Context: an optimization exercise on an open-source flow, tuned for small area. The choices shown serve that exercise and are no tape-out recipe.
Where RTL was checked, it was by simulation tests only, not by an equivalence proof against the original.
No activity file was given, so power comes from the tool's default toggle rates.

==> inputs of 01-08 <==
// adb_device
module adb_device (
    input  wire        clk,
    input  wire        rst_n,           
    input  wire        adb_in,          
    output wire        adb_drive_low,   
    input  wire        key_valid,       
    input  wire [7:0]  key_data,
    input  wire        mouse_valid,     
    input  wire [15:0] mouse_dx,
    input  wire [15:0] mouse_dy,
    input  wire        mouse_button,
    output reg  [7:0]  ctr_poll,
    output reg  [7:0]  ctr_talk_resp,
    output reg  [7:0]  ctr_bus_err,
    output reg  [7:0]  ctr_key_drop,
    output reg  [3:0]  last_bus_error
);
Settings: LEC_CHECK=0, CAP_MARGIN=20, CORE_MARGIN=2, CORE_UTILIZATION=60, SLEW_MARGIN=20; clock period 20.0 ns.
standard.sh (not shown) runs the stock make flow with config.mk's settings and CLKGATE_MAP_FILE= SYNTH_SCRIPT=/design/flow/synth_recipe.tcl, a recipe that flattens the netlist after the stock synthesis.
==> flow/flow/run.sh <==
#!/bin/bash
# The standard layout (standard.sh) with these changes:
#  - synthesis: synth_recipe.tcl unchanged, except that ABC maps the logic
#    with an area-oriented script (flow/abc_area.script) in place of the
#    speed script; registers are mapped before ABC and are not touched;
#  - ports are buffered with the smallest buffer (buf_1);
#  - the clock tree uses clkbuf_4 cells driving clusters of at most 8
#    flip-flops, and no dummy loads.
# The flow's full output goes to standard.log in this folder.
set -e
here=$PWD
{
  head -n 1 synth_recipe.tcl
  cat <<EOF
proc abc {args} {
  set i [lsearch \$args -script]
  if {\$i >= 0} { lset args [expr {\$i + 1}] $here/flow/abc_area.script }
  yosys abc {*}\$args
}
EOF
  tail -n +2 synth_recipe.tcl
} > synth_area.tcl
export BUFFER_PORTS_ARGS="-buffer_cell sky130_fd_sc_hd__buf_1"
export CTS_ARGS="-sink_clustering_enable -repair_clock_nets -dont_use_dummy_load -buf_list sky130_fd_sc_hd__clkbuf_4 -sink_clustering_size 8 -sink_clustering_max_diameter 50 -sink_buffer_max_cap_derate 1.0"
bash standard.sh SYNTH_SCRIPT=$here/synth_area.tcl finish > standard.log 2>&1
==> flow/flow/abc_area.script <==
strash
dch -f
amap -F 4 -A 8
topo
dnsize -c
==> inputs of 11-15, as changes to 01-08 <==
--- a/flow/design.v
+++ b/flow/design.v
@@ -28,28 +28,25 @@
     localparam P_LRX_HIGH  = 4'd11;
     localparam P_LSTOP     = 4'd12;
     localparam D_NONE  = 2'd0;
     localparam D_KB_R2 = 2'd1;
     localparam D_KB_R3 = 2'd2;
     localparam D_MS_R3 = 2'd3;
-    localparam D_POP1  = 2'd1;      
-    localparam D_POP2  = 2'd2;      
+    localparam D_KEY2  = 2'd3;
     reg [3:0]  phase;
     reg        lastv;       
     reg [11:0] run;         
     reg [6:0]  offs;        
     reg [4:0]  nbits;       
     reg [15:0] shreg;       
     reg        srq;
     reg [1:0]  dest;
     reg [3:0]  kb_address;
     reg [7:0]  kb_handler;
     reg [15:0] kb_register2;
-    reg [7:0]  slot [0:33];  
-    reg [5:0]  wp;          
-    reg [5:0]  rp;          
+    reg [7:0]  fifo [0:31];
     reg [5:0]  last;        
     reg [3:0]  ms_address;
     reg [7:0]  ms_handler;
     reg [31:0] ms_accum_dx;
     reg [31:0] ms_accum_dy;
     reg        ms_button_pressed;
@@ -116,22 +113,13 @@
     wire dx_pos = !ms_accum_dx[31] && (ms_accum_dx[30:6] != 25'd0);
     wire dx_neg =  ms_accum_dx[31] && (ms_accum_dx[30:6] != {25{1'b1}});
     wire dy_pos = !ms_accum_dy[31] && (ms_accum_dy[30:6] != 25'd0);
     wire dy_neg =  ms_accum_dy[31] && (ms_accum_dy[30:6] != {25{1'b1}});
     wire [6:0] dx7 = dx_pos ? 7'h3F : dx_neg ? 7'h40 : ms_accum_dx[6:0];
     wire [6:0] dy7 = dy_pos ? 7'h3F : dy_neg ? 7'h40 : ms_accum_dy[6:0];
-    wire [7:0]  tap    = slot[32];
-    function [5:0] mod34;
-        input [5:0] x;
-        input [1:0] k;
-        reg   [5:0] y;
-        begin
-            y = add32({26'd0, x}, {30'd0, k}, 1'b0);
-            mod34 = (y[5] && (y[1] || y[2])) ? {4'd0, y[2], y[0]} : y;
-        end
-    endfunction
+    wire [7:0]  rd     = fifo[last[4:0]];
     reg [3:0]  n_phase;
     reg [6:0]  n_offs;
     reg [4:0]  n_nbits;
     reg [15:0] n_shreg;
     reg        n_srq;
     reg [1:0]  n_dest;
@@ -234,15 +222,15 @@
                                 default: begin
                                     if (hit_kb) begin
                                         case (shreg[1:0])
                                             2'd0: begin
                                                 if (pending_kb) begin
                                                     n_phase = P_TALK;
-                                                    n_shreg = 16'h00FF;
+                                                    n_shreg = {rd, 8'hFF};
                                                     kb_pop  = 1'b1;
-                                                    n_dest  = (last[4:0] != 5'd0) ? D_POP2 : D_POP1;
+                                                    if (last[4:0] != 5'd0) n_dest = D_KEY2;
                                                 end
                                             end
                                             2'd1: ;
                                             2'd2: begin
                                                 n_phase = P_TALK;
                                                 n_shreg = kb_register2;
@@ -271,16 +259,17 @@
                                 end
                             endcase
                         end
                     end
                 end
                 P_TALK: begin
-                    if (!tx_on && dest == D_POP2 && rp == 6'd33)
-                        n_shreg[7:0] = tap;
-                    if (!tx_on && ((dest == D_POP2 && rp == 6'd0) || (dest == D_POP1 && rp == 6'd33)))
-                        n_shreg[15:8] = tap;
+                    if (dest == D_KEY2) begin
+                        n_shreg[7:0] = rd;
+                        n_dest       = D_NONE;
+                        kb_pop       = 1'b1;
+                    end
                     if (nbits == 5'd19 && offs == 7'd64) begin
                         n_phase   = P_IDLE;
                         talk_done = 1'b1;
                     end
                     if (offs == 7'd99) begin
                         n_offs  = 7'd0;
@@ -344,23 +333,16 @@
     end
     wire addr_ok = (shreg[11:8] != 4'h0) && (shreg[15:8] != 8'hFE);
     wire hndl_ok = (shreg[7:0] != 8'h00) && (shreg[7:0] != 8'hFE);
     wire kb_init = kb_rst || rs;
     wire ms_init = ms_rst || rs;
     wire       kb_clr   = kb_init || kb_flush;
-    wire       pop2     = kb_pop && (last[4:0] != 5'd0);
     wire       full     = (last == 6'd31) && !kb_pop && !kb_clr;
     wire       push     = key_valid && !full && rst_n;
-    wire [5:0] l_delta  = !kb_pop ? {5'd0, push} :
-                          !pop2   ? (push ? 6'h00 : 6'h3F) :
-                                    (push ? 6'h3F : 6'h3E);
     wire [5:0] n_last   = kb_clr ? {6{!push}} :
-                          add32({26'd0, last}, {26'd0, l_delta}, 1'b0);
-    wire [5:0] n_wp     = rs ? 6'd1 : mod34(wp, {push, !push});
-    wire [5:0] n_rp     = rs ? 6'd0 : kb_clr ? wp :
-                          mod34(rp, {kb_pop, !kb_pop || pop2} + 2'd0);
+                          incdec32({26'd0, last}, push ^ kb_pop, kb_pop);
     wire ms_clr   = ms_init || ms_flush;
     wire ms_valid = mouse_valid && rst_n;
     function [31:0] acc_next;
         input [31:0] acc;
         input        pos, neg, pop, clr, valid;
         input [15:0] d;
@@ -380,15 +362,17 @@
     wire [31:0] n_acc_dy = acc_next(ms_accum_dy, dy_pos, dy_neg, ms_pop && rst_n, ms_clr, ms_valid, mouse_dy);
     wire btn_step = ms_init ? 1'b0 : ms_button_pressed;
     wire chg_step = (ms_clr || ms_pop) ? 1'b0 : ms_button_changed;
     wire btn_evt  = ms_valid && (mouse_button != btn_step);
     integer i;
     always @(posedge clk) begin
-        for (i = 0; i < 34; i = i + 1)
-            slot[i] <= ~((push && wp == i) ? (key_data ^ {8{!i[0]}}) :
-                                             slot[(i + 33) % 34]);
+        if (push) begin
+            fifo[0] <= key_data;
+            for (i = 1; i < 32; i = i + 1)
+                fifo[i] <= fifo[i - 1];
+        end
     end
     always @(posedge clk) begin
         lastv  <= v || rs;
         run    <= (v != lastv) ? 12'd1 : inc32({20'd0, run}, !(run[11] && run[10]));
         offs   <= n_offs;
         nbits  <= n_nbits;
@@ -410,14 +394,12 @@
             ms_handler <= 8'h02;
         end else begin
             if (wr_ms_r3 && addr_ok) ms_address <= shreg[11:8];
             if (wr_ms_r3 && hndl_ok) ms_handler <= shreg[7:0];
         end
         last              <= n_last;
-        wp                <= n_wp;
-        rp                <= n_rp;
         ms_accum_dx       <= n_acc_dx;
         ms_accum_dy       <= n_acc_dy;
         ms_button_pressed <= btn_evt ? mouse_button : btn_step;
         ms_button_changed <= btn_evt | chg_step;
         if (rs) begin
             ctr_poll       <= 8'd0;
==> flow/run.sh (new file) <==
#!/bin/bash
# synth_recipe.tcl (not shown) runs the flow's synth.tcl, then flattens the netlist and writes it again
# the make line also repeats each setting of config.mk as NAME=value (left out here)
make -C /OpenROAD-flow-scripts/flow DESIGN_CONFIG=/design/flow/config.mk WORK_HOME=/design/flow/orfs CLKGATE_MAP_FILE= SYNTH_SCRIPT=/design/flow/synth_recipe.tcl finish
CTS_BUF_LIST = sky130_fd_sc_hd__clkbuf_2 sky130_fd_sc_hd__clkbuf_4   (was default)
CTS_CLUSTER_SIZE = 20   (was default)
removed: flow/flow/run.sh
removed: flow/flow/abc_area.script
removed: flow/standard.sh
==> inputs of 09-23, as changes to 01-08 <==
--- a/flow/flow/run.sh
+++ b/flow/flow/run.sh
@@ -1,10 +1,11 @@
 #!/bin/bash
 # The standard layout (standard.sh) with these changes:
 #  - synthesis: synth_recipe.tcl unchanged, except that ABC maps the logic
-#    with an area-oriented script (flow/abc_area.script) in place of the
+#    with an area-oriented script (flow/abc_area.script: AIG rewriting by
+#    deepsyn for 60 s, then area-only standard-cell mapping) in place of the
 #    speed script; registers are mapped before ABC and are not touched;
 #  - ports are buffered with the smallest buffer (buf_1);
 #  - the clock tree uses clkbuf_4 cells driving clusters of at most 8
 #    flip-flops, and no dummy loads.
 # The flow's full output goes to standard.log in this folder.
 set -e
==> flow/flow/abc_area.script (replaced) <==
strash
&get -n
&deepsyn -T 60
&put
dch -f
amap -F 4 -A 8
topo
dnsize -c
==> comparison table <==
Status: 09-23 timing/DRC/antenna clean; 11-15 timing/DRC/antenna clean; 01-08 timing/DRC/antenna clean
Most frequent cell after synthesis: 09-23 dfxtp_1; 11-15 edfxtp_1; 01-08 dfxtp_1
Count of filler cells inserted in the layout: 09-23 2535; 11-15 2702; 01-08 2644
Maximum number of pins on one net before global-route repair: 09-23 39; 11-15 95; 01-08 44
Starting density of the core: 09-23 0.6097; 11-15 0.6041; 01-08 0.6074
Number of buffers and inverters on the critical path: 09-23 6; 11-15 5; 01-08 7
Pre-CTS setup slack: 09-23 1.991 ns; 11-15 1.945 ns; 01-08 1.826 ns
Post-route insts no fill: 09-23 2429; 11-15 2560; 01-08 2482
DRT met1 WL: 09-23 20850 µm; 11-15 21590 µm; 01-08 21820 µm
Static leakage power: 09-23 7.418 nW; 11-15 9.168 nW; 01-08 7.479 nW
XOR/XNOR Fraction of Synth Area: 09-23 0; 11-15 0.01355; 01-08 0.0004581
Combinational Power Share: 09-23 0.138; 11-15 0.104; 01-08 0.138
Vertical extent of the die: 09-23 180.5 µm; 11-15 192.6 µm; 01-08 182.5 µm
P per Cell Area: 09-23 100.6 nW/µm²; 11-15 88.75 nW/µm²; 01-08 97.35 nW/µm²
Number of diodes: 09-23 1; 11-15 4; 01-08 1
Function not checked in 11-15: the RTL went through the layout flow alone.

==> static timing again, ports no longer ideal <==
How much do the figures lean on ideal ports? The routed layouts below were timed once more, with nothing changed but the port constraints. Step 1: set_driving_cell puts a clkbuf_16 on clk and a buf_2 on each other input, an assumption about the parent block. Step 2 adds t to the input delays and takes it off the output delays; t is the mean of the earliest and latest rising clock arrival at the registers after step 1. Input paths then give back, and output paths get back, about the clock's delay inside the block. Slacks: ideal / step 1 / step 2; pairs: ideal / step 1.
run | shift t [ns] | setup slack, ns | worst setup path at the end | worst slew at a driven data input, ns
01-08 | 0.744 | 2.524 / 2.537 / 1.793 | input to register | 0.04
11-15 | 0.894 | 2.792 / 2.817 / 1.923 | input to register | 0.05
09-23 | 0.739 | 2.654 / 2.666 / 1.927 | input to register | 0.04
After both steps every run listed still meets setup and hold. For 11-15, which loses most, drivers alone change the setup slack by +0.025 ns; drivers and shift together by -0.869 ns.
